Context: an optimization exercise on an open-source flow, tuned for small area, a short achievable clock period and few clock cycles per item. The choices shown serve that exercise and are no tape-out recipe. The RTL of this run was laid out without a check of its function. Power is estimated from default activity; no workload was simulated.

==> design.v <==
module erf_decoder (
    input  wire         clk,
    input  wire         rst,
    input  wire         in_valid,
    output wire         in_ready,
    input  wire         in_vreset,
    input  wire         in_en,
    input  wire [119:0] in_pkt,
    output reg          out_valid,
    input  wire         out_ready,
    output wire         out_trigger,
    output wire [4:0]   out_err,
    output reg  [39:0]  out_ts,
    output reg  [1:0]   out_seq,
    output reg  [7:0]   out_sync,
    output reg  [15:0]  out_crc_rx,
    output wire [15:0]  out_crc_calc,
    output reg  [31:0]  out_flags_lo,
    output reg  [5:0]   out_flags_hi,
    output reg  [2:0]   out_grp_r,
    output reg  [2:0]   out_grp_s,
    output reg  [3:0]   out_pkt_err,
    output reg          out_mode,
    output reg  [4:0]   out_aux
);
    wire [15:0]  synd_in;
    wire cx0 = in_pkt[44] ^ in_pkt[92];
    wire cx1 = in_pkt[20] ^ in_pkt[91];
    wire cx2 = in_pkt[35] ^ in_pkt[86];
    wire cx3 = in_pkt[57] ^ in_pkt[118];
    wire cx4 = in_pkt[63] ^ in_pkt[111];
    wire cx5 = in_pkt[106] ^ in_pkt[119];
    wire cx6 = in_pkt[33] ^ in_pkt[64];
    wire cx7 = in_pkt[65] ^ in_pkt[113];
    wire cx8 = in_pkt[66] ^ in_pkt[94];
    wire cx9 = in_pkt[26] ^ cx0;
    wire cx10 = in_pkt[16] ^ in_pkt[22];
    wire cx11 = in_pkt[17] ^ in_pkt[23];
    wire cx12 = in_pkt[18] ^ in_pkt[24];
    wire cx13 = in_pkt[19] ^ in_pkt[25];
    wire cx14 = in_pkt[21] ^ in_pkt[27];
    wire cx15 = in_pkt[28] ^ in_pkt[72];
    wire cx16 = in_pkt[31] ^ in_pkt[105];
    wire cx17 = in_pkt[32] ^ in_pkt[107];
    wire cx18 = in_pkt[43] ^ in_pkt[62];
    wire cx19 = in_pkt[60] ^ in_pkt[70];
    wire cx20 = in_pkt[61] ^ in_pkt[71];
    wire cx21 = in_pkt[85] ^ cx4;
    wire cx22 = in_pkt[87] ^ cx1;
    wire cx23 = in_pkt[112] ^ cx2;
    wire cx24 = in_pkt[29] ^ in_pkt[89];
    wire cx25 = in_pkt[30] ^ in_pkt[90];
    wire cx26 = in_pkt[36] ^ in_pkt[88];
    wire cx27 = in_pkt[45] ^ in_pkt[46];
    wire cx28 = in_pkt[84] ^ in_pkt[110];
    wire cx29 = cx5 ^ cx17;
    wire cx30 = cx7 ^ cx8;
    wire cx31 = in_pkt[97] ^ cx3;
    wire cx32 = cx9 ^ cx14;
    wire cx33 = in_pkt[34] ^ in_pkt[58];
    wire cx34 = in_pkt[37] ^ in_pkt[47];
    wire cx35 = in_pkt[38] ^ in_pkt[48];
    wire cx36 = in_pkt[39] ^ in_pkt[49];
    wire cx37 = in_pkt[40] ^ in_pkt[50];
    wire cx38 = in_pkt[41] ^ in_pkt[103];
    wire cx39 = in_pkt[42] ^ in_pkt[98];
    wire cx40 = in_pkt[59] ^ in_pkt[69];
    wire cx41 = in_pkt[67] ^ in_pkt[95];
    wire cx42 = in_pkt[68] ^ in_pkt[96];
    wire cx43 = in_pkt[73] ^ in_pkt[100];
    wire cx44 = in_pkt[74] ^ in_pkt[101];
    wire cx45 = in_pkt[75] ^ in_pkt[99];
    wire cx46 = in_pkt[81] ^ in_pkt[116];
    wire cx47 = in_pkt[82] ^ in_pkt[117];
    wire cx48 = cx6 ^ cx12;
    wire cx49 = cx13 ^ cx16;
    wire cx50 = cx18 ^ cx28;
    wire cx51 = in_pkt[51] ^ cx15;
    wire cx52 = in_pkt[83] ^ cx24;
    wire cx53 = in_pkt[102] ^ cx10;
    wire cx54 = in_pkt[108] ^ cx27;
    wire cx55 = in_pkt[114] ^ cx26;
    wire cx56 = cx19 ^ cx22;
    wire cx57 = in_pkt[52] ^ cx23;
    wire cx58 = in_pkt[109] ^ cx21;
    wire cx59 = in_pkt[115] ^ cx31;
    wire cx60 = in_pkt[55] ^ in_pkt[104];
    wire cx61 = cx11 ^ cx25;
    wire cx62 = in_pkt[54] ^ cx38;
    wire cx63 = cx20 ^ cx29;
    wire cx64 = cx41 ^ cx55;
    wire cx65 = cx45 ^ cx53;
    wire cx66 = cx32 ^ cx54;
    wire cx67 = cx50 ^ cx58;
    wire cx68 = in_pkt[93] ^ cx30;
    wire cx69 = in_pkt[77] ^ cx57;
    wire cx70 = in_pkt[45] ^ in_pkt[79];
    wire cx71 = in_pkt[76] ^ in_pkt[110];
    wire cx72 = cx5 ^ cx39;
    wire cx73 = cx33 ^ cx42;
    wire cx74 = cx35 ^ cx43;
    wire cx75 = cx36 ^ cx44;
    wire cx76 = cx49 ^ cx52;
    wire cx77 = in_pkt[53] ^ cx37;
    wire cx78 = in_pkt[56] ^ cx40;
    wire cx79 = in_pkt[80] ^ cx46;
    wire cx80 = cx3 ^ cx51;
    wire cx81 = cx59 ^ cx61;
    wire cx82 = cx48 ^ cx67;
    wire cx83 = in_pkt[20] ^ in_pkt[82];
    wire cx84 = in_pkt[21] ^ in_pkt[92];
    wire cx85 = in_pkt[22] ^ in_pkt[59];
    wire cx86 = in_pkt[23] ^ in_pkt[37];
    wire cx87 = in_pkt[24] ^ in_pkt[29];
    wire cx88 = in_pkt[25] ^ in_pkt[30];
    wire cx89 = in_pkt[27] ^ in_pkt[35];
    wire cx90 = in_pkt[28] ^ in_pkt[48];
    wire cx91 = in_pkt[31] ^ in_pkt[75];
    wire cx92 = in_pkt[32] ^ in_pkt[74];
    wire cx93 = in_pkt[34] ^ in_pkt[57];
    wire cx94 = in_pkt[38] ^ in_pkt[71];
    wire cx95 = in_pkt[39] ^ in_pkt[102];
    wire cx96 = in_pkt[49] ^ in_pkt[86];
    wire cx97 = in_pkt[58] ^ in_pkt[63];
    wire cx98 = in_pkt[60] ^ in_pkt[88];
    wire cx99 = in_pkt[61] ^ in_pkt[94];
    wire cx100 = in_pkt[64] ^ in_pkt[76];
    wire cx101 = in_pkt[70] ^ in_pkt[78];
    wire cx102 = in_pkt[78] ^ in_pkt[83];
    wire cx103 = in_pkt[80] ^ in_pkt[104];
    wire cx104 = in_pkt[85] ^ in_pkt[119];
    wire cx105 = in_pkt[91] ^ in_pkt[108];
    wire cx106 = in_pkt[93] ^ in_pkt[118];
    wire cx107 = in_pkt[96] ^ in_pkt[105];
    wire cx108 = in_pkt[98] ^ in_pkt[111];
    wire cx109 = in_pkt[109] ^ in_pkt[115];
    wire cx110 = cx0 ^ cx60;
    wire cx111 = cx4 ^ cx34;
    wire cx112 = cx7 ^ cx11;
    wire cx113 = cx12 ^ cx39;
    wire cx114 = cx13 ^ cx25;
    wire cx115 = cx16 ^ cx47;
    wire cx116 = cx19 ^ cx37;
    wire cx117 = cx20 ^ cx91;
    wire cx118 = cx44 ^ cx85;
    wire cx119 = cx47 ^ cx71;
    wire cx120 = cx70 ^ cx106;
    wire cx121 = cx86 ^ cx101;
    wire cx122 = cx87 ^ cx94;
    wire cx123 = cx88 ^ cx95;
    wire cx124 = cx21 ^ cx23;
    wire cx125 = cx29 ^ cx78;
    wire cx126 = cx30 ^ cx119;
    wire cx127 = cx48 ^ cx77;
    wire cx128 = cx62 ^ cx79;
    wire cx129 = cx74 ^ cx111;
    wire cx130 = cx56 ^ cx68;
    wire cx131 = cx63 ^ cx64;
    wire cx132 = cx65 ^ cx76;
    wire cx133 = cx66 ^ cx69;
    wire cx134 = in_pkt[51] ^ cx33;
    wire cx135 = in_pkt[52] ^ cx15;
    wire cx136 = in_pkt[53] ^ cx6;
    wire cx137 = in_pkt[69] ^ cx2;
    wire cx138 = cx75 ^ cx137;
    wire cx139 = in_pkt[89] ^ cx90;
    wire cx140 = in_pkt[90] ^ cx96;
    wire cx141 = in_pkt[112] ^ cx105;
    wire cx142 = cx110 ^ cx141;
    wire cx143 = in_pkt[113] ^ cx89;
    wire cx144 = in_pkt[114] ^ cx107;
    wire cx145 = cx34 ^ cx51;
    wire cx146 = cx56 ^ cx145;
    wire cx147 = cx42 ^ cx113;
    wire cx148 = cx108 ^ cx118;
    wire cx149 = cx59 ^ cx136;
    wire cx150 = in_pkt[16] ^ cx49;
    wire cx151 = in_pkt[18] ^ cx73;
    wire cx152 = in_pkt[72] ^ cx114;
    wire cx153 = in_pkt[73] ^ cx115;
    wire cx154 = in_pkt[79] ^ cx72;
    wire cx155 = in_pkt[117] ^ cx9;
    wire cx156 = cx32 ^ cx97;
    wire cx157 = cx104 ^ cx127;
    wire cx158 = cx81 ^ cx116;
    wire cx159 = cx82 ^ cx142;
    wire cx160 = in_pkt[41] ^ cx129;
    wire cx161 = in_pkt[50] ^ cx125;
    wire cx162 = in_pkt[62] ^ cx126;
    wire cx163 = in_pkt[100] ^ cx65;
    wire cx164 = in_pkt[101] ^ cx128;
    wire cx165 = in_pkt[17] ^ cx131;
    wire cx166 = in_pkt[19] ^ cx69;
    wire cx167 = in_pkt[107] ^ cx130;
    wire cx168 = in_pkt[0] ^ in_pkt[43];
    wire cx169 = in_pkt[47] ^ in_pkt[81];
    wire cx170 = in_pkt[106] ^ cx43;
    wire cx171 = cx71 ^ cx168;
    wire cx172 = cx169 ^ cx134;
    wire cx173 = cx170 ^ cx171;
    wire cx174 = cx64 ^ cx124;
    wire cx175 = cx150 ^ cx172;
    wire cx176 = cx173 ^ cx66;
    wire cx177 = cx149 ^ cx174;
    wire cx178 = cx175 ^ cx167;
    wire cx179 = cx176 ^ cx177;
    wire cx180 = cx178 ^ cx179;
    assign synd_in[0] = ~cx180;
    wire cx181 = in_pkt[1] ^ in_pkt[54];
    wire cx182 = in_pkt[64] ^ in_pkt[87];
    wire cx183 = in_pkt[116] ^ cx34;
    wire cx184 = cx83 ^ cx109;
    wire cx185 = cx181 ^ cx182;
    wire cx186 = cx73 ^ cx139;
    wire cx187 = cx183 ^ cx184;
    wire cx188 = cx185 ^ cx68;
    wire cx189 = cx148 ^ cx186;
    wire cx190 = cx187 ^ cx188;
    wire cx191 = cx189 ^ cx133;
    wire cx192 = cx165 ^ cx190;
    wire cx193 = cx191 ^ cx192;
    assign synd_in[1] = ~cx193;
    wire cx194 = in_pkt[2] ^ in_pkt[55];
    wire cx195 = in_pkt[106] ^ cx1;
    wire cx196 = cx18 ^ cx40;
    wire cx197 = cx46 ^ cx100;
    wire cx198 = cx194 ^ cx74;
    wire cx199 = cx121 ^ cx140;
    wire cx200 = cx195 ^ cx196;
    wire cx201 = cx197 ^ cx58;
    wire cx202 = cx80 ^ cx151;
    wire cx203 = cx155 ^ cx198;
    wire cx204 = cx199 ^ cx200;
    wire cx205 = cx132 ^ cx201;
    wire cx206 = cx202 ^ cx203;
    wire cx207 = cx204 ^ cx205;
    wire cx208 = cx206 ^ cx207;
    assign synd_in[2] = ~cx208;
    wire cx209 = in_pkt[3] ^ in_pkt[65];
    wire cx210 = in_pkt[97] ^ in_pkt[103];
    wire cx211 = cx28 ^ cx43;
    wire cx212 = cx47 ^ cx100;
    wire cx213 = cx209 ^ cx210;
    wire cx214 = cx61 ^ cx75;
    wire cx215 = cx120 ^ cx122;
    wire cx216 = cx211 ^ cx212;
    wire cx217 = cx213 ^ cx56;
    wire cx218 = cx214 ^ cx215;
    wire cx219 = cx216 ^ cx156;
    wire cx220 = cx161 ^ cx217;
    wire cx221 = cx218 ^ cx166;
    wire cx222 = cx219 ^ cx220;
    wire cx223 = cx221 ^ cx222;
    assign synd_in[3] = ~cx223;
    wire cx224 = in_pkt[4] ^ in_pkt[77];
    wire cx225 = in_pkt[92] ^ cx14;
    wire cx226 = cx26 ^ cx102;
    wire cx227 = cx103 ^ cx224;
    wire cx228 = cx54 ^ cx117;
    wire cx229 = cx123 ^ cx225;
    wire cx230 = cx226 ^ cx227;
    wire cx231 = cx80 ^ cx148;
    wire cx232 = cx228 ^ cx229;
    wire cx233 = cx230 ^ cx157;
    wire cx234 = cx231 ^ cx232;
    wire cx235 = cx167 ^ cx233;
    wire cx236 = cx234 ^ cx235;
    assign synd_in[4] = ~cx236;
    wire cx237 = in_pkt[5] ^ in_pkt[36];
    wire cx238 = in_pkt[40] ^ in_pkt[44];
    wire cx239 = cx24 ^ cx70;
    wire cx240 = cx237 ^ cx238;
    wire cx241 = cx22 ^ cx62;
    wire cx242 = cx121 ^ cx135;
    wire cx243 = cx143 ^ cx239;
    wire cx244 = cx240 ^ cx63;
    wire cx245 = cx241 ^ cx242;
    wire cx246 = cx243 ^ cx67;
    wire cx247 = cx149 ^ cx163;
    wire cx248 = cx244 ^ cx245;
    wire cx249 = cx246 ^ cx247;
    wire cx250 = cx248 ^ cx249;
    assign synd_in[5] = ~cx250;
    wire cx251 = in_pkt[6] ^ in_pkt[26];
    wire cx252 = in_pkt[93] ^ cx8;
    wire cx253 = cx18 ^ cx41;
    wire cx254 = cx60 ^ cx251;
    wire cx255 = cx122 ^ cx143;
    wire cx256 = cx252 ^ cx253;
    wire cx257 = cx254 ^ cx150;
    wire cx258 = cx154 ^ cx255;
    wire cx259 = cx256 ^ cx81;
    wire cx260 = cx146 ^ cx164;
    wire cx261 = cx257 ^ cx258;
    wire cx262 = cx259 ^ cx260;
    wire cx263 = cx261 ^ cx262;
    assign synd_in[6] = cx263;
    wire cx264 = in_pkt[7] ^ in_pkt[29];
    wire cx265 = in_pkt[43] ^ in_pkt[56];
    wire cx266 = in_pkt[94] ^ in_pkt[99];
    wire cx267 = cx1 ^ cx35;
    wire cx268 = cx60 ^ cx264;
    wire cx269 = cx265 ^ cx266;
    wire cx270 = cx79 ^ cx123;
    wire cx271 = cx135 ^ cx267;
    wire cx272 = cx268 ^ cx269;
    wire cx273 = cx147 ^ cx153;
    wire cx274 = cx270 ^ cx271;
    wire cx275 = cx272 ^ cx156;
    wire cx276 = cx273 ^ cx274;
    wire cx277 = cx165 ^ cx275;
    wire cx278 = cx276 ^ cx277;
    assign synd_in[7] = cx278;
    wire cx279 = in_pkt[8] ^ in_pkt[30];
    wire cx280 = in_pkt[40] ^ in_pkt[46];
    wire cx281 = in_pkt[67] ^ in_pkt[99];
    wire cx282 = in_pkt[103] ^ cx10;
    wire cx283 = cx36 ^ cx92;
    wire cx284 = cx279 ^ cx280;
    wire cx285 = cx281 ^ cx52;
    wire cx286 = cx55 ^ cx78;
    wire cx287 = cx282 ^ cx283;
    wire cx288 = cx284 ^ cx124;
    wire cx289 = cx151 ^ cx285;
    wire cx290 = cx286 ^ cx287;
    wire cx291 = cx146 ^ cx162;
    wire cx292 = cx288 ^ cx289;
    wire cx293 = cx290 ^ cx291;
    wire cx294 = cx292 ^ cx293;
    assign synd_in[8] = cx294;
    wire cx295 = in_pkt[9] ^ in_pkt[66];
    wire cx296 = in_pkt[68] ^ in_pkt[84];
    wire cx297 = in_pkt[87] ^ in_pkt[104];
    wire cx298 = in_pkt[113] ^ cx6;
    wire cx299 = cx40 ^ cx84;
    wire cx300 = cx295 ^ cx296;
    wire cx301 = cx297 ^ cx52;
    wire cx302 = cx117 ^ cx298;
    wire cx303 = cx299 ^ cx300;
    wire cx304 = cx64 ^ cx301;
    wire cx305 = cx302 ^ cx303;
    wire cx306 = cx160 ^ cx304;
    wire cx307 = cx305 ^ cx158;
    wire cx308 = cx166 ^ cx306;
    wire cx309 = cx307 ^ cx308;
    assign synd_in[9] = ~cx309;
    wire cx310 = in_pkt[10] ^ in_pkt[33];
    wire cx311 = in_pkt[78] ^ in_pkt[89];
    wire cx312 = in_pkt[95] ^ cx8;
    wire cx313 = cx10 ^ cx46;
    wire cx314 = cx310 ^ cx311;
    wire cx315 = cx31 ^ cx50;
    wire cx316 = cx312 ^ cx313;
    wire cx317 = cx314 ^ cx63;
    wire cx318 = cx138 ^ cx147;
    wire cx319 = cx152 ^ cx315;
    wire cx320 = cx316 ^ cx66;
    wire cx321 = cx160 ^ cx317;
    wire cx322 = cx318 ^ cx319;
    wire cx323 = cx320 ^ cx321;
    wire cx324 = cx322 ^ cx323;
    assign synd_in[10] = cx324;
    wire cx325 = in_pkt[11] ^ in_pkt[81];
    wire cx326 = in_pkt[90] ^ cx11;
    wire cx327 = cx35 ^ cx84;
    wire cx328 = cx98 ^ cx109;
    wire cx329 = cx325 ^ cx77;
    wire cx330 = cx144 ^ cx326;
    wire cx331 = cx327 ^ cx328;
    wire cx332 = cx80 ^ cx138;
    wire cx333 = cx154 ^ cx329;
    wire cx334 = cx330 ^ cx331;
    wire cx335 = cx162 ^ cx163;
    wire cx336 = cx332 ^ cx333;
    wire cx337 = cx334 ^ cx335;
    wire cx338 = cx336 ^ cx337;
    assign synd_in[11] = cx338;
    wire cx339 = in_pkt[12] ^ in_pkt[47];
    wire cx340 = cx36 ^ cx83;
    wire cx341 = cx93 ^ cx98;
    wire cx342 = cx99 ^ cx339;
    wire cx343 = cx112 ^ cx340;
    wire cx344 = cx341 ^ cx342;
    wire cx345 = cx343 ^ cx344;
    wire cx346 = cx132 ^ cx157;
    wire cx347 = cx164 ^ cx345;
    wire cx348 = cx133 ^ cx346;
    wire cx349 = cx347 ^ cx348;
    assign synd_in[12] = cx349;
    wire cx350 = in_pkt[13] ^ in_pkt[42];
    wire cx351 = in_pkt[67] ^ in_pkt[88];
    wire cx352 = cx17 ^ cx99;
    wire cx353 = cx102 ^ cx350;
    wire cx354 = cx351 ^ cx53;
    wire cx355 = cx62 ^ cx139;
    wire cx356 = cx352 ^ cx353;
    wire cx357 = cx153 ^ cx354;
    wire cx358 = cx355 ^ cx356;
    wire cx359 = cx357 ^ cx358;
    wire cx360 = cx158 ^ cx359;
    wire cx361 = cx159 ^ cx360;
    assign synd_in[13] = ~cx361;
    wire cx362 = in_pkt[14] ^ in_pkt[56];
    wire cx363 = in_pkt[68] ^ in_pkt[95];
    wire cx364 = in_pkt[116] ^ cx20;
    wire cx365 = cx38 ^ cx92;
    wire cx366 = cx362 ^ cx363;
    wire cx367 = cx72 ^ cx112;
    wire cx368 = cx120 ^ cx134;
    wire cx369 = cx140 ^ cx364;
    wire cx370 = cx365 ^ cx366;
    wire cx371 = cx76 ^ cx367;
    wire cx372 = cx368 ^ cx369;
    wire cx373 = cx370 ^ cx371;
    wire cx374 = cx372 ^ cx373;
    wire cx375 = cx159 ^ cx374;
    assign synd_in[14] = cx375;
    wire cx376 = in_pkt[15] ^ in_pkt[42];
    wire cx377 = cx27 ^ cx45;
    wire cx378 = cx93 ^ cx103;
    wire cx379 = cx376 ^ cx22;
    wire cx380 = cx144 ^ cx377;
    wire cx381 = cx378 ^ cx57;
    wire cx382 = cx68 ^ cx152;
    wire cx383 = cx155 ^ cx379;
    wire cx384 = cx380 ^ cx161;
    wire cx385 = cx381 ^ cx382;
    wire cx386 = cx383 ^ cx82;
    wire cx387 = cx384 ^ cx385;
    wire cx388 = cx386 ^ cx387;
    assign synd_in[15] = cx388;
    wire [3:0]   synd_nz_in = {|synd_in[15:12], |synd_in[11:8], |synd_in[7:4], |synd_in[3:0]};
    wire [39:0] i_ts   = in_pkt[119:80];
    wire [1:0]  i_seq  = in_pkt[25:24];
    wire [7:0]  i_sync = in_pkt[23:16];
    wire [7:0]  b3 = in_pkt[31:24];
    wire [7:0]  b4 = in_pkt[39:32];
    wire [7:0]  b5 = in_pkt[47:40];
    wire [7:0]  b6 = in_pkt[55:48];
    wire [7:0]  b7 = in_pkt[63:56];
    wire [7:0]  b8 = in_pkt[71:64];
    wire [7:0]  b9 = in_pkt[79:72];
    wire [37:0] i_flags = {b9, b8, b7[7:1], b6[5:0], b5[7:3], b4[7:4]};
    wire [135:0] i_res = {i_ts, i_seq, i_sync, in_pkt[15:0], synd_in, i_flags,
                          b5[0], b5[1], b5[2], b6[6], b6[7], b7[0],
                          b4[3:0], b3[7], b3[6:2]};
    reg          c_seq_have;
    reg  [1:0]   c_last_seq;
    reg          c_sync_have;
    reg  [7:0]   c_last_sync;
    reg  [39:0]  c_last_ts;
    reg          u_seq;    
    reg          u_sync;   
    reg          u_ts;     
    reg          r_trig;
    reg          r_seq_bad;
    reg          r_sync_rep;
    reg          r_sync_bad;
    reg          r_ts_bad;
    reg  [15:0]  r_synd;
    reg  [3:0]   r_synd_nz;
    assign out_crc_calc = r_synd ^ out_crc_rx;
    wire crc_ok = (r_synd_nz == 4'd0);
    assign out_trigger = r_trig & crc_ok;
    assign out_err     = crc_ok ? {r_ts_bad, r_sync_bad, r_sync_rep, r_seq_bad, 1'b0} : 5'h01;
    reg          c_ts_nz;
    reg          r_ts_nz;
    wire         e_seq  = u_seq  & crc_ok;
    wire         e_sync = u_sync & crc_ok;
    wire         e_ts   = u_ts   & crc_ok;
    wire         s_seq_have  = c_seq_have | e_seq;
    wire [1:0]   s_last_seq  = e_seq ? out_seq : c_last_seq;
    wire         s_sync_have = c_sync_have | e_sync;
    wire [7:0]   s_last_sync = e_sync ? out_sync : c_last_sync;
    wire [39:0]  s_last_ts   = e_ts ? out_ts : c_last_ts;
    wire         s_ts_nz     = e_ts ? r_ts_nz : c_ts_nz;
    assign in_ready = !out_valid || out_ready;
    wire acc     = in_valid && in_ready;
    wire acc_dec = acc && !in_vreset;
    wire clr     = rst || (acc && in_vreset);
    wire hold    = out_valid && !out_ready;
    wire ld      = !hold && in_en;
    wire tc_g0_0 = i_ts[0] & ~s_last_ts[0];
    wire tc_p0_0 = i_ts[0] | ~s_last_ts[0];
    wire tc_g1_0 = i_ts[1] & ~s_last_ts[1];
    wire tc_p1_0 = i_ts[1] | ~s_last_ts[1];
    wire tc_g2_0 = i_ts[2] & ~s_last_ts[2];
    wire tc_p2_0 = i_ts[2] | ~s_last_ts[2];
    wire tc_g3_0 = i_ts[3] & ~s_last_ts[3];
    wire tc_p3_0 = i_ts[3] | ~s_last_ts[3];
    wire tc_g4_0 = i_ts[4] & ~s_last_ts[4];
    wire tc_p4_0 = i_ts[4] | ~s_last_ts[4];
    wire tc_g5_0 = i_ts[5] & ~s_last_ts[5];
    wire tc_p5_0 = i_ts[5] | ~s_last_ts[5];
    wire tc_g6_0 = i_ts[6] & ~s_last_ts[6];
    wire tc_p6_0 = i_ts[6] | ~s_last_ts[6];
    wire tc_g7_0 = i_ts[7] & ~s_last_ts[7];
    wire tc_p7_0 = i_ts[7] | ~s_last_ts[7];
    wire tc_g8_0 = i_ts[8] & ~s_last_ts[8];
    wire tc_p8_0 = i_ts[8] | ~s_last_ts[8];
    wire tc_g9_0 = i_ts[9] & ~s_last_ts[9];
    wire tc_p9_0 = i_ts[9] | ~s_last_ts[9];
    wire tc_g10_0 = i_ts[10] & ~s_last_ts[10];
    wire tc_p10_0 = i_ts[10] | ~s_last_ts[10];
    wire tc_g11_0 = i_ts[11] & ~s_last_ts[11];
    wire tc_p11_0 = i_ts[11] | ~s_last_ts[11];
    wire tc_g12_0 = i_ts[12] & ~s_last_ts[12];
    wire tc_p12_0 = i_ts[12] | ~s_last_ts[12];
    wire tc_g13_0 = i_ts[13] & ~s_last_ts[13];
    wire tc_p13_0 = i_ts[13] | ~s_last_ts[13];
    wire tc_g14_0 = i_ts[14] & ~s_last_ts[14];
    wire tc_p14_0 = i_ts[14] | ~s_last_ts[14];
    wire tc_g15_0 = i_ts[15] & ~s_last_ts[15];
    wire tc_p15_0 = i_ts[15] | ~s_last_ts[15];
    wire tc_g16_0 = i_ts[16] & ~s_last_ts[16];
    wire tc_p16_0 = i_ts[16] | ~s_last_ts[16];
    wire tc_g17_0 = i_ts[17] & ~s_last_ts[17];
    wire tc_p17_0 = i_ts[17] | ~s_last_ts[17];
    wire tc_g18_0 = i_ts[18] & ~s_last_ts[18];
    wire tc_p18_0 = i_ts[18] | ~s_last_ts[18];
    wire tc_g19_0 = i_ts[19] & ~s_last_ts[19];
    wire tc_p19_0 = i_ts[19] | ~s_last_ts[19];
    wire tc_g20_0 = i_ts[20] & ~s_last_ts[20];
    wire tc_p20_0 = i_ts[20] | ~s_last_ts[20];
    wire tc_g21_0 = i_ts[21] & ~s_last_ts[21];
    wire tc_p21_0 = i_ts[21] | ~s_last_ts[21];
    wire tc_g22_0 = i_ts[22] & ~s_last_ts[22];
    wire tc_p22_0 = i_ts[22] | ~s_last_ts[22];
    wire tc_g23_0 = i_ts[23] & ~s_last_ts[23];
    wire tc_p23_0 = i_ts[23] | ~s_last_ts[23];
    wire tc_g24_0 = i_ts[24] & ~s_last_ts[24];
    wire tc_p24_0 = i_ts[24] | ~s_last_ts[24];
    wire tc_g25_0 = i_ts[25] & ~s_last_ts[25];
    wire tc_p25_0 = i_ts[25] | ~s_last_ts[25];
    wire tc_g26_0 = i_ts[26] & ~s_last_ts[26];
    wire tc_p26_0 = i_ts[26] | ~s_last_ts[26];
    wire tc_g27_0 = i_ts[27] & ~s_last_ts[27];
    wire tc_p27_0 = i_ts[27] | ~s_last_ts[27];
    wire tc_g28_0 = i_ts[28] & ~s_last_ts[28];
    wire tc_p28_0 = i_ts[28] | ~s_last_ts[28];
    wire tc_g29_0 = i_ts[29] & ~s_last_ts[29];
    wire tc_p29_0 = i_ts[29] | ~s_last_ts[29];
    wire tc_g30_0 = i_ts[30] & ~s_last_ts[30];
    wire tc_p30_0 = i_ts[30] | ~s_last_ts[30];
    wire tc_g31_0 = i_ts[31] & ~s_last_ts[31];
    wire tc_p31_0 = i_ts[31] | ~s_last_ts[31];
    wire tc_g32_0 = i_ts[32] & ~s_last_ts[32];
    wire tc_p32_0 = i_ts[32] | ~s_last_ts[32];
    wire tc_g33_0 = i_ts[33] & ~s_last_ts[33];
    wire tc_p33_0 = i_ts[33] | ~s_last_ts[33];
    wire tc_g34_0 = i_ts[34] & ~s_last_ts[34];
    wire tc_p34_0 = i_ts[34] | ~s_last_ts[34];
    wire tc_g35_0 = i_ts[35] & ~s_last_ts[35];
    wire tc_p35_0 = i_ts[35] | ~s_last_ts[35];
    wire tc_g36_0 = i_ts[36] & ~s_last_ts[36];
    wire tc_p36_0 = i_ts[36] | ~s_last_ts[36];
    wire tc_g37_0 = i_ts[37] & ~s_last_ts[37];
    wire tc_p37_0 = i_ts[37] | ~s_last_ts[37];
    wire tc_g38_0 = i_ts[38] & ~s_last_ts[38];
    wire tc_p38_0 = i_ts[38] | ~s_last_ts[38];
    wire tc_g39_0 = i_ts[39] & ~s_last_ts[39];
    wire tc_p39_0 = i_ts[39] | ~s_last_ts[39];
    wire tc_g0_1 = tc_g1_0 | (tc_p1_0 & tc_g0_0);
    wire tc_p0_1 = tc_p1_0 & tc_p0_0;
    wire tc_g1_1 = tc_g3_0 | (tc_p3_0 & tc_g2_0);
    wire tc_p1_1 = tc_p3_0 & tc_p2_0;
    wire tc_g2_1 = tc_g5_0 | (tc_p5_0 & tc_g4_0);
    wire tc_p2_1 = tc_p5_0 & tc_p4_0;
    wire tc_g3_1 = tc_g7_0 | (tc_p7_0 & tc_g6_0);
    wire tc_p3_1 = tc_p7_0 & tc_p6_0;
    wire tc_g4_1 = tc_g9_0 | (tc_p9_0 & tc_g8_0);
    wire tc_p4_1 = tc_p9_0 & tc_p8_0;
    wire tc_g5_1 = tc_g11_0 | (tc_p11_0 & tc_g10_0);
    wire tc_p5_1 = tc_p11_0 & tc_p10_0;
    wire tc_g6_1 = tc_g13_0 | (tc_p13_0 & tc_g12_0);
    wire tc_p6_1 = tc_p13_0 & tc_p12_0;
    wire tc_g7_1 = tc_g15_0 | (tc_p15_0 & tc_g14_0);
    wire tc_p7_1 = tc_p15_0 & tc_p14_0;
    wire tc_g8_1 = tc_g17_0 | (tc_p17_0 & tc_g16_0);
    wire tc_p8_1 = tc_p17_0 & tc_p16_0;
    wire tc_g9_1 = tc_g19_0 | (tc_p19_0 & tc_g18_0);
    wire tc_p9_1 = tc_p19_0 & tc_p18_0;
    wire tc_g10_1 = tc_g21_0 | (tc_p21_0 & tc_g20_0);
    wire tc_p10_1 = tc_p21_0 & tc_p20_0;
    wire tc_g11_1 = tc_g23_0 | (tc_p23_0 & tc_g22_0);
    wire tc_p11_1 = tc_p23_0 & tc_p22_0;
    wire tc_g12_1 = tc_g25_0 | (tc_p25_0 & tc_g24_0);
    wire tc_p12_1 = tc_p25_0 & tc_p24_0;
    wire tc_g13_1 = tc_g27_0 | (tc_p27_0 & tc_g26_0);
    wire tc_p13_1 = tc_p27_0 & tc_p26_0;
    wire tc_g14_1 = tc_g29_0 | (tc_p29_0 & tc_g28_0);
    wire tc_p14_1 = tc_p29_0 & tc_p28_0;
    wire tc_g15_1 = tc_g31_0 | (tc_p31_0 & tc_g30_0);
    wire tc_p15_1 = tc_p31_0 & tc_p30_0;
    wire tc_g16_1 = tc_g33_0 | (tc_p33_0 & tc_g32_0);
    wire tc_p16_1 = tc_p33_0 & tc_p32_0;
    wire tc_g17_1 = tc_g35_0 | (tc_p35_0 & tc_g34_0);
    wire tc_p17_1 = tc_p35_0 & tc_p34_0;
    wire tc_g18_1 = tc_g37_0 | (tc_p37_0 & tc_g36_0);
    wire tc_p18_1 = tc_p37_0 & tc_p36_0;
    wire tc_g19_1 = tc_g39_0 | (tc_p39_0 & tc_g38_0);
    wire tc_p19_1 = tc_p39_0 & tc_p38_0;
    wire tc_g0_2 = tc_g1_1 | (tc_p1_1 & tc_g0_1);
    wire tc_p0_2 = tc_p1_1 & tc_p0_1;
    wire tc_g1_2 = tc_g3_1 | (tc_p3_1 & tc_g2_1);
    wire tc_p1_2 = tc_p3_1 & tc_p2_1;
    wire tc_g2_2 = tc_g5_1 | (tc_p5_1 & tc_g4_1);
    wire tc_p2_2 = tc_p5_1 & tc_p4_1;
    wire tc_g3_2 = tc_g7_1 | (tc_p7_1 & tc_g6_1);
    wire tc_p3_2 = tc_p7_1 & tc_p6_1;
    wire tc_g4_2 = tc_g9_1 | (tc_p9_1 & tc_g8_1);
    wire tc_p4_2 = tc_p9_1 & tc_p8_1;
    wire tc_g5_2 = tc_g11_1 | (tc_p11_1 & tc_g10_1);
    wire tc_p5_2 = tc_p11_1 & tc_p10_1;
    wire tc_g6_2 = tc_g13_1 | (tc_p13_1 & tc_g12_1);
    wire tc_p6_2 = tc_p13_1 & tc_p12_1;
    wire tc_g7_2 = tc_g15_1 | (tc_p15_1 & tc_g14_1);
    wire tc_p7_2 = tc_p15_1 & tc_p14_1;
    wire tc_g8_2 = tc_g17_1 | (tc_p17_1 & tc_g16_1);
    wire tc_p8_2 = tc_p17_1 & tc_p16_1;
    wire tc_g9_2 = tc_g19_1 | (tc_p19_1 & tc_g18_1);
    wire tc_p9_2 = tc_p19_1 & tc_p18_1;
    wire tc_g0_3 = tc_g1_2 | (tc_p1_2 & tc_g0_2);
    wire tc_p0_3 = tc_p1_2 & tc_p0_2;
    wire tc_g1_3 = tc_g3_2 | (tc_p3_2 & tc_g2_2);
    wire tc_p1_3 = tc_p3_2 & tc_p2_2;
    wire tc_g2_3 = tc_g5_2 | (tc_p5_2 & tc_g4_2);
    wire tc_p2_3 = tc_p5_2 & tc_p4_2;
    wire tc_g3_3 = tc_g7_2 | (tc_p7_2 & tc_g6_2);
    wire tc_p3_3 = tc_p7_2 & tc_p6_2;
    wire tc_g4_3 = tc_g9_2 | (tc_p9_2 & tc_g8_2);
    wire tc_p4_3 = tc_p9_2 & tc_p8_2;
    wire tc_g0_4 = tc_g1_3 | (tc_p1_3 & tc_g0_3);
    wire tc_p0_4 = tc_p1_3 & tc_p0_3;
    wire tc_g1_4 = tc_g3_3 | (tc_p3_3 & tc_g2_3);
    wire tc_p1_4 = tc_p3_3 & tc_p2_3;
    wire tc_g0_5 = tc_g1_4 | (tc_p1_4 & tc_g0_4);
    wire tc_p0_5 = tc_p1_4 & tc_p0_4;
    wire tc_g0_6 = tc_g4_3 | (tc_p4_3 & tc_g0_5);
    wire ts_gt = tc_g0_6;
    wire sync_bad = !((i_sync == 8'h55) || (i_sync == 8'hAA));
    wire seq_bad_c  = c_seq_have && (i_seq != c_last_seq + 2'd1);
    wire seq_bad_o  = (i_seq != out_seq + 2'd1);
    wire seq_bad    = e_seq ? seq_bad_o : seq_bad_c;
    wire sync_rep_c = c_sync_have && (i_sync == c_last_sync);
    wire sync_rep_o = (i_sync == out_sync);
    wire sync_rep   = e_sync ? sync_rep_o : sync_rep_c;
    wire ts_bad     = s_ts_nz && !ts_gt;
    wire [135:0] res_q = {out_ts, out_seq, out_sync, out_crc_rx, r_synd,
                          out_flags_hi, out_flags_lo, out_grp_r, out_grp_s,
                          out_pkt_err, out_mode, out_aux};
    wire [135:0] res_d = ({136{ld}} & i_res) | ({136{hold}} & res_q);
    always @(posedge clk) begin
        if (clr) begin
            c_seq_have  <= 1'b0;
            c_last_seq  <= 2'd0;
            c_sync_have <= 1'b0;
            c_last_sync <= 8'h00;
            c_last_ts   <= 40'd0;
            c_ts_nz     <= 1'b0;
        end else begin
            c_seq_have  <= s_seq_have;
            c_last_seq  <= s_last_seq;
            c_sync_have <= s_sync_have;
            c_last_sync <= s_last_sync;
            c_last_ts   <= s_last_ts;
            c_ts_nz     <= s_ts_nz;
        end
        if (rst || !acc_dec) begin
            u_seq  <= 1'b0;
            u_sync <= 1'b0;
            u_ts   <= 1'b0;
        end else begin
            u_seq  <= in_en;
            u_sync <= in_en && !sync_bad;
            u_ts   <= in_en && !sync_bad && !ts_bad;
        end
        if (rst)
            out_valid <= 1'b0;
        else if (acc)
            out_valid <= !in_vreset;
        else if (out_ready)
            out_valid <= 1'b0;
        if (!hold) begin
            r_trig     <= in_en && !sync_bad;
            r_seq_bad  <= in_en && seq_bad;
            r_sync_bad <= in_en && sync_bad;
            r_sync_rep <= in_en && !sync_bad && sync_rep;
            r_ts_bad   <= in_en && !sync_bad && ts_bad;
            r_ts_nz    <= in_en && (i_ts != 40'd0);
            r_synd_nz  <= {4{in_en}} & synd_nz_in;
        end
        {out_ts, out_seq, out_sync, out_crc_rx, r_synd,
         out_flags_hi, out_flags_lo, out_grp_r, out_grp_s,
         out_pkt_err, out_mode, out_aux} <= res_d;
    end
endmodule
==> flow/run.sh <==
#!/bin/bash
# Standard ORFS layout, except that the port buffers are buf_1 cells (the
# standard flow's buffer_ports picks clkdlybuf4s50_1 delay cells).
set -euo pipefail
export BUFFER_PORTS_ARGS="-buffer_cell sky130_fd_sc_hd__buf_1"
bash standard.sh > standard.log 2>&1
==> standard.sh <==
#!/bin/bash
# synth_recipe.tcl (not shown) runs the flow's synth.tcl, then flattens the netlist and writes it again
# the make line also repeats each setting of config.mk as NAME=value (left out here)
make -C /OpenROAD-flow-scripts/flow DESIGN_CONFIG=/design/flow/config.mk WORK_HOME=/design/flow/orfs CLKGATE_MAP_FILE= SYNTH_SCRIPT=/design/flow/synth_recipe.tcl "${@:-finish}"
==> config.mk <==
export PLATFORM = sky130hd
export DESIGN_NAME = erf_decoder
export DESIGN_NICKNAME = erf_decoder
export VERILOG_FILES = /design/flow/design.v
export SDC_FILE = /design/flow/constraint.sdc
export NUM_CORES = 4
export LEC_CHECK = 0
export CAP_MARGIN = 20
export CORE_MARGIN = 2
export CORE_UTILIZATION = 40
export PLACE_DENSITY = 0.6
export SETUP_SLACK_MARGIN = 3.2
export SLEW_MARGIN = 20
==> constraint.sdc <==
create_clock -name core_clock -period 6.0 [get_ports {clk}]
set_input_delay 1.2000 -clock core_clock [delete_from_list [all_inputs] [get_ports {clk}]]
set_output_delay 1.2000 -clock core_clock [all_outputs]
set_load 0.01 [all_outputs]
==> run summary <==
==> repair_timing <==
action | 4_1_cts | 5_1_grt
buffers inserted | 58 | 35
gates resized for setup | 255 | 164
pin swaps | 86 | 92
setup endpoints to repair | 29 | 51
cloned | 2 | 0
hold buffers | 0 | 0
==> per-stage QoR <==
step | area [um2] | setup slack (ns) | cells
after floorplan | 12600 | 2.59 | 1434
after global placement | 13500 | 1.91 | 1999
after detailed placement | 13500 | 1.87 | 1999
after CTS | 16000 | 2.94 | 2102
after global routing | 17100 | 2.87 | 2137
final | 17100 | 2.95 | 2137
==> report_power, final <==
group / switching (mW) / internal (mW) / total (mW)
Clock: 0.591 / 0.908 / 1.50
Combinational: 1.57 / 1.65 / 3.22
Sequential: 0.0881 / 1.49 / 1.58
==> cell families after synthesis <==
kind of cell / Yosys count
muxes: 30
AOI/OAI and AO/OA: 102
xor gates and xnor gates: 413
DFF: 203
adders and majority gates: 7
and+or+nand+nor: 565
buffers and inverters: 114
==> cells in the mapped netlist (all sizes together) (2+ instances only) <==
master   count  area, um2
a2111oi      2       36.3
a211oi       4       30.0
a21boi       3       22.5
a21oi       28        140
a22oi        4       30.0
and2        14       87.6
and3         9       56.3
buf         27        126
clkbuf      81        304
dfxtp      193       3860
edfxtp      10        300
inv          6       22.5
maj3         7       70.1
mux2         2       22.5
mux2i       28        284
nand2      298       1120
nand2b       3       18.8
nand3      149        746
nand4        5       31.3
nor2        51        191
nor2b        5       31.3
nor3         2       10.0
nor3b        3       22.5
nor4        16        115
o211ai       2       15.0
o21a         2       15.0
o21ai       19       95.1
o21bai       2       15.0
o221ai       4       35.0
o22a         5       43.8
o22ai        4       25.0
o31a         3       26.3
o31ai        6       45.0
o41a         3       33.8
or4          4       30.0
xnor2      308       2700
xnor3        4       90.1
xor2       101        885
==> registers in the layout (all words and copies together), names as in the netlist, 5 cells and up <==
signal,cells
out_sync,8
out_flags_lo,32
c_last_sync,8
out_flags_hi,6
out_crc_rx,16
out_aux,5
out_ts,40
r_synd,16
c_last_ts,40
==> worst max-delay path, stage by stage, from the launching register on <==
cell and delay (ns):
edfxtp_1 0.41, nor4_4 0.30, buf_6 0.19, nand2_8 0.09, buf_12 0.19, clkbuf_4 0.19
buf_4 0.16, mux2_2 0.32, a2111oi_4 0.39, nand2_1 0.16, o31ai_4 0.27, a21oi_1 0.09
==> area by class of cell <==
| cell class | instances | area (um2) | share of cell area (%) |
|---|---|---|---|
| Clock inverter | 9 | 101 | 0.594 |
| Inverter | 6 | 38.8 | 0.227 |
| Sequential cell | 203 | 4170 | 24.4 |
| Tap cell | 390 | 488 | 2.86 |
| Timing Repair inverter | 2 | 17.5 | 0.103 |
| Multi-Input combinational cell | 1117 | 9280 | 54.4 |
| Clock buffer | 34 | 709 | 4.16 |
| Timing Repair Buffer | 376 | 2260 | 13.3 |
==> worst max path at each step <==
stage	end	cells after the start	slack, ns	startpoint
after floorplan	r_synd_nz[0]	9	2.59	in_pkt[86]
after global placement	r_synd_nz[0]	9	1.91	in_pkt[86]
after detailed placement	r_synd_nz[0]	9	1.87	in_pkt[86]
after CTS	out_err[4]	5	2.94	r_synd_nz[2]
after global routing	r_ts_bad	13	2.87	r_synd_nz[1]
final	r_ts_bad	11	2.95	r_synd_nz[1]
==> cell usage in the layout, fill, tap and decap left out, types with 28 or more instances in the layout <==
master,n
a21oi_1,28
buf_1,165
buf_2,46
buf_4,109
dfxtp_1,192
nand2_1,297
nand3_1,147
nor2_1,50
xnor2_1,175
xnor2_2,103
xnor2_4,30
xor2_1,65
==> routing by layer <==
layer  GRT usage [%]  routed length [um]
met1            34.9               18200
met2            48.0               21900
met3            3.70                2650
met4            11.3                2150
met5               0                   0
==> results by group <==
Outcome
  • Outcome: no timing/DRC/antenna violations

Synth
  • Synth Area in Compound Gates: 5.98%
  • Synth Instances: 1,434
  • Syn_nets: 1,560
  • Adder-cell share of the synthesized area: 0.589%
  • Seq cells post-synth: 203
  • Cell variety after synth: 62
  • Cell Area, Synth: 11,900 um2
  • Syn. warnings: 1
  • Asr flop ratio synth: 0%
  • Main synth FF type: dfxtp_1
  • Avg Synthesized Cell Area: 8.29 um2
  • EDFF count, synth: 10
  • Largest family of logic cells by synthesized area: XOR/XNOR gates
  • Post-Synth Simple-Gate Area: 21.1%
  • Register area share after synthesis: 35.0%
  • Synth Area in XOR/XNOR: 30.9%
  • Post-synthesis mux area share: 2.58%

Clock tree
  • Total CTS buffers: 24
  • H-tree levels: 1
  • Clock slew at reported path FFs: 0.06 ns
  • CTS tree: done
  • Root buf cell: clkbuf_16
  • Clk buf depth: 3
  • Worst-Skew Late Latency: 0.52 ns
  • CTS sink cnt: 203

STA
  • Unrepaired setup endpoints after global routing: true
  • Setup tns final: 0 ns
  • Hold violation count in the final report: 0
  • Fmax: 0.327 GHz
  • Crit path time final: 3.05 ns
  • Final setup vio count: 0
  • Final Skew: 0.0142 ns
  • Fin Hold WS: 0.431 ns
  • Final critical-path share of the clock period: 50.9%
  • Rel. slew slack: 36.4%
  • Slew @ Worst Pin: 0.954 ns
  • Slew Limit Fails: 0

Floorplanning
  • Initial core utilization: 40.3%
  • Core area: 29,500 um2
  • Row count: 63
  • Die area: 31,100 um2
  • Die X: 176 um
  • Ports: 270
  • Die H: 176 um

GRT
  • GRT Util Overall: 27.8%
  • Vias in the first global route: 10,600
  • Total gr overflow: 0
  • First-pass GRT wire length: 65,100 um
  • Initial antenna violation count: 0
  • Pin count of the biggest net entering global routing: 84

Hold path
  • Worst hold stages: 2
  • Worst Hold Endpoint: out_flags_lo[9]
  • Worst Hold Class: reg -> reg
  • Hold Crit Start: out_flags_lo[9]

Placed design
  • Port Buffer Count: 269
  • GPL Wtd Cong: 0.950
  • Hpwl dp: 32,500 um

Routing
  • Via count: 11,100
  • 1st-iter DRT viols: 859
  • ANT nets after route: 0
  • Number of vias per cell: 5.17
  • Routed wire per std cell: 21.0 um
  • Drt drc: 0
  • Drt pass-1 iters: 5
  • Detailed Route WL: 44,900 um

Cells and area
  • Fin nets: 1,856
  • Area growth, synth to finish: 43.5%
  • Layout cells sized above 1: 27.0%
  • Finished Core Util: 57.9%
  • FILL cells: 2,650
  • Diode count: 0

Setup path
  • CP Capture Type: flip-flop
  • R2R Path Start: r_synd_nz[1]
  • Setup crit start kind: flip-flop
  • Kind of critical path: reg -> reg
  • Worst path required time: 6.25 ns
  • R2R setup slack: 2.95 ns
  • Reg2Reg Depth: 11
  • Crit-path max FO: 10
  • Worst R2R End: r_ts_bad
  • Worst EP arrival: 3.31 ns

Run
  • Max_cap viols: 0

Pwr
  • VDD IR max: 0.000206 V
  • Overall Power: 6.30 mW
  • Leak Pwr: 7.14 nW
  • Power per Cell Area: 369 nW/um2

-- re-timing with driven ports --
How much do the figures lean on ideal ports? The routed layout below was timed once more, with nothing changed but the port constraints.
Step 1 (the two cells are an assumption about what drives the block):
set clk [get_ports {clk}]
set_driving_cell -lib_cell sky130_fd_sc_hd__clkbuf_16 $clk
set_driving_cell -lib_cell sky130_fd_sc_hd__buf_2 [delete_from_list [all_inputs] $clk]
Step 2 adds t to the input delays and takes it off the output delays; t is the mean of the earliest and latest rising clock arrival at the registers after step 1. Input paths then give back, and output paths get back, about the clock's delay inside the block.
Three values: no drivers, after step 1, after step 2; two values: the first two.
shift t [ns]: 0.569
setup WS [ns]: 2.946 / 2.898 / 2.387
hold WS [ns]: 0.431 / 0.431 / 0.431
worst slew at a driven data input, ns: 0.06
After both steps setup and hold are still met in this run. The setup slack of this run moves by -0.048 ns with the drivers and by -0.559 ns with both steps.
